What follows belongs to an exercise in optimizing a design on an open flow for small area, a short achievable clock period and few clock cycles per item; a production flow would make more cautious choices.
Where RTL was checked, it was by simulation tests only, not by an equivalence proof against the original.
Power and IR drop assume default switching activity.

// dsk_decoder
module dsk_decoder (
    input  wire         clk,
    input  wire         rst,
    input  wire         in_valid,
    output wire         in_ready,
    input  wire [183:0] in_key,
    input  wire [4:0]   in_klen,
    output reg          out_valid,
    input  wire         out_ready,
    output reg          out_sign,
    output reg  [1:0]   out_class,
    output reg  [31:0]  out_exp,
    output reg  [5:0]   out_dcnt,
    output reg  [143:0] out_digits,
    output wire [2:0]   out_status,
    output wire [4:0]   out_detail
);
Size in the first run: roughly 7400 cells after synthesis, roughly 740 flip-flops.
Settings: LEC_CHECK=0, ABC_AREA=1, CAP_MARGIN=60, CORE_MARGIN=2, CORE_UTILIZATION=60, CTS_BUF_LIST=sky130_fd_sc_hd__clkbuf_16, CTS_CLUSTER_DIAMETER=80, CTS_CLUSTER_SIZE=25, PLACE_DENSITY=0.7, SLEW_MARGIN=60; clock period 25.0 ns.
standard.sh (not shown) runs the stock make flow with config.mk's settings and CLKGATE_MAP_FILE= SYNTH_SCRIPT=/design/flow/synth_recipe.tcl, a recipe that flattens the netlist after the stock synthesis.
==> flow/flow/run.sh <==
#!/bin/bash
# The standard layout (the standard.sh, standard synthesis included), with
# plain buffers on the ports instead of the default port buffer cell.
set -euo pipefail
bash standard.sh "BUFFER_PORTS_ARGS=-buffer_cell sky130_fd_sc_hd__buf_1" finish > standard_flow.log 2>&1
Next try:
--- a/flow/design.v
+++ b/flow/design.v
@@ -425,13 +425,13 @@
             r_e1   = 1'b0;
             r_sign = ~key[183];
         end
     end
     assign e1   = r_e1;
     assign det1 = r_det1;
-    assign sign = r_sign;
+    assign sign = L1 ? ((b0 == 8'h00) | (b0 == 8'h40)) : ~key[183];
     assign cls  = r_cls;
     assign d1   = r_d1;
     assign e2   = g_zero | g_many | r5[4];
     assign det2 = g_zero ? 4'd6 : g_many ? 4'd9 : 4'd10;
 endmodule
 module dsk_stage_b (
@@ -565,12 +565,12 @@
         else if (zero_last)   r_det = 4'd12;
         else if (lead_bad)    r_det = 4'd13;
         else                  r_det = 4'd0;
     end
     assign detail = r_det;
     assign status = (r_det != 4'd0);
-    assign sign   = (e1 | ok) & sign_in;
+    assign sign   = (ok | (e1 & (det1 == 4'd0))) & sign_in;
     assign cls    = cls_in;
     assign exp    = {32{ok}} & fexp;
     assign dcnt   = ok ? g3 : {5'd0, d1};
     assign digits = fd;
 endmodule
Die area went down by 0.54%; synthesized cell count shrinks by 1.9%; power climbs by 6.9%; worst setup slack gets better by 45 ps; area after synthesis drops by 0.55%; maximum frequency is higher by 0.71%; via count is lower by 1.7%.
No run of this note included a check of the RTL's function; only the layout flow was run.


Another version of the RTL of dsk_decoder (not shown whole).
Size: roughly 7,300 cells after synthesis, ~750 flip-flops, roughly 390 I/O pins.
Settings: LEC_CHECK=0, ABC_AREA=1, CAP_MARGIN=60, CORE_MARGIN=2, CORE_UTILIZATION=60, CTS_BUF_LIST=sky130_fd_sc_hd__clkbuf_16, CTS_CLUSTER_DIAMETER=80, CTS_CLUSTER_SIZE=30, PLACE_DENSITY=0.7, SLEW_MARGIN=60; clock period 25.0 ns.
Scripts as last shown in full above: flow/flow/run.sh
The starting point completed with no timing, DRC or antenna violations.
Testbench counts at the start, summed over its fixed seeds: cycles 16,024, items 16,000.
Then changed:
--- a/flow/design.v
+++ b/flow/design.v
@@ -13,16 +13,17 @@
     output reg  [5:0]   out_dcnt,
     output reg  [143:0] out_digits,
     output wire [2:0]   out_status,
     output wire [4:0]   out_detail
 );
     reg         s0_v;
     reg [183:0] s0_key;
     reg [4:0]   s0_klen;
+    reg         s0_tn;                  
     reg         s1_v;
     reg         s1_e1;
     reg [3:0]   s1_det1;
     reg         s1_sign;
     reg [1:0]   s1_cls;
     reg         s1_d1;
     reg         s1_adjpos;
     reg [30:0]  s1_ep;
@@ -41,17 +42,17 @@
     wire [30:0]  a_ep;
     wire [119:0] a_dec;
     wire [3:0]   a_g;
     wire [6:0]   a_ke;
     wire         a_e2;
     wire [3:0]   a_det2;
     wire         a_tail;
     dsk_stage_a sa (
-        .key(s0_key), .klen(s0_klen),
+        .key(s0_key), .klen(s0_klen), .tn(s0_tn),
         .e1(a_e1), .det1(a_det1), .sign(a_sign), .cls(a_cls), .d1(a_d1),
         .adjpos(a_adjpos), .ep(a_ep), .dec(a_dec), .g(a_g), .ke(a_ke),
         .e2(a_e2), .det2(a_det2), .tail(a_tail)
     );
     wire         b_sign;
     wire [1:0]   b_cls;
     wire [31:0]  b_exp;
     wire [5:0]   b_dcnt;
@@ -80,16 +81,17 @@
     reg  ovn;                           
     reg  rdy;                           
     wire adv  = ~sk_v;                  
     assign in_ready = rdy;
     always @(posedge clk) begin
         if (adv) begin
             s0_key    <= in_key;
             s0_klen   <= in_klen;
+            s0_tn     <= ~in_key[180];
             s1_e1     <= a_e1;
             s1_det1   <= a_det1;
             s1_sign   <= a_sign;
             s1_cls    <= a_cls;
             s1_d1     <= a_d1;
             s1_adjpos <= a_adjpos;
             s1_ep     <= a_ep;
             s1_dec    <= a_dec;
@@ -176,16 +178,17 @@
     dsk_add3 t4 (.i({b3[2:0], a6[3]}), .o(b4));
     assign d[3:0]  = {a7[2:0], v[0]};
     assign d[7:4]  = {b4[2:0], a7[3]};
     assign d[11:8] = {b1[3], b2[3], b3[3], b4[3]};
 endmodule
 module dsk_stage_a (
     input  wire [183:0] key,
     input  wire [4:0]   klen,
+    input  wire         tn,         
     output wire         e1,         
     output wire [3:0]   det1,
     output wire         sign,
     output wire [1:0]   cls,
     output wire         d1,         
     output wire         adjpos,     
     output wire [30:0]  ep,         
     output wire [119:0] dec,        
@@ -331,26 +334,26 @@
             wire sel = (gk < 76) ? u[1] : uc[1];
             assign s1[151 - gk] = sel ? s2[155 - gk - 4] : s2[155 - gk];
         end
         for (gk = 0; gk < 150; gk = gk + 1) begin : a0
             assign xv[149 - gk] = u[0] ? s1[151 - gk - 2] : s1[151 - gk];
         end
     endgenerate
     assign dec = xv[119:0];
-    assign ep[0] = xv[120] ^ ~tbit;
+    assign ep[0] = xv[120] ^ tn;
     generate
         for (gk = 1; gk < 31; gk = gk + 1) begin : g_ep
             if (gk < 30)
-                assign ep[gk] = (pre[gk] & (xv[120 + gk] ^ ~tbit)) | ft[gk - 1];
+                assign ep[gk] = (pre[gk] & (xv[120 + gk] ^ tn)) | ft[gk - 1];
             else
                 assign ep[gk] = ft[gk - 1];
         end
     endgenerate
-    assign adjpos = key[183] ~^ tbit;
+    assign adjpos = key[183] ^ tn;
     always @* begin
         ke = 7'd0;
         for (i = 1; i <= 12; i = i + 1)
             if (gsel[3:0] == i) ke = adjpos ? (7'd0 - 3 * i - 1) : (7'd4 - 3 * i);
     end
     reg [2:0] lastp;               
     always @* begin
         lastp = 3'd0;
@@ -398,17 +401,17 @@
             r_det1 = 4'd6;
         else begin
             r_e1   = 1'b0;
             r_sign = ~key[183];
         end
     end
     assign e1   = r_e1;
     assign det1 = r_det1;
-    assign sign = r_sign;
+    assign sign = L1 ? ((b0 == 8'h00) | (b0 == 8'h40)) : ~key[183];
     assign cls  = r_cls;
     assign d1   = r_d1;
     assign e2   = g_zero | g_many | r5[4];
     assign det2 = g_zero ? 4'd6 : g_many ? 4'd9 : 4'd10;
 endmodule
 module dsk_stage_b (
     input  wire         e1,
     input  wire [3:0]   det1,
@@ -538,14 +541,14 @@
         else if (bad_declet)  r_det = 4'd11;
         else if (tail)        r_det = 4'd10;
         else if (zero_last)   r_det = 4'd12;
         else if (lead_bad)    r_det = 4'd13;
         else                  r_det = 4'd0;
     end
     assign detail = r_det;
     assign status = (r_det != 4'd0);
-    assign sign   = (e1 | ok) & sign_in;
+    assign sign   = (ok | (e1 & (det1 == 4'd0))) & sign_in;
     assign cls    = cls_in;
     assign exp    = {32{ok}} & fexp;
     assign dcnt   = ok ? g3 : {5'd0, d1};
     assign digits = fd;
 endmodule
Result: Die area rises slightly; hold slack degrades by 0.0076 ns; synthesized cell count rises by a few percent; critical path depth does not change; global-route usage is about the same; sequential share of layout area falls by 0.33 points; sequential power hardly moves; routed wire length rises slightly; combinational power rises by roughly a tenth; power rises by a little under a tenth; fmax falls slightly; worst setup slack degrades by 0.048 ns; design area rises slightly.
Only the layout flow was run in the second run of this note; the RTL was not checked for function there.

-- afterwards: timing with drivers on the ports --
The flow's constraints put no driver on any port. The routed layouts listed below were extracted and timed again, unchanged, in two steps.
Step 1 sets driving cells, clkbuf_16 on the clock port and buf_2 on the other inputs (assumed; they add their load-dependent delay and slew).
Step 2, shift: input delay + t, output delay - t, t = (earliest + latest rising clock arrival at the registers) / 2. This alone moves slack from input paths to output paths.
a / b / c = no drivers / after step 1 / after step 2; a / b = the first two.
run	t (ns)	slack for setup (ns)	worst hold slack (ns)	worst data-port slew with drivers (ns)
the first run of note 1	0.738	18.627 / 18.617 / 18.427	0.461 / 0.461 / 0.461	0.07
the second run of note 1	0.713	18.672 / 18.646 / 18.555	0.460 / 0.460 / 0.460	0.05
the first run of note 2	0.681	18.751 / 18.681 / 18.309	0.466 / 0.466 / 0.466	0.06
the second run of note 2	0.730	18.702 / 18.628 / 18.509	0.458 / 0.458 / 0.458	0.08
After both steps setup and hold are still met in every run listed. For the first run of note 2, which loses most, drivers alone change the setup slack by -0.070 ns; drivers and shift together by -0.442 ns.
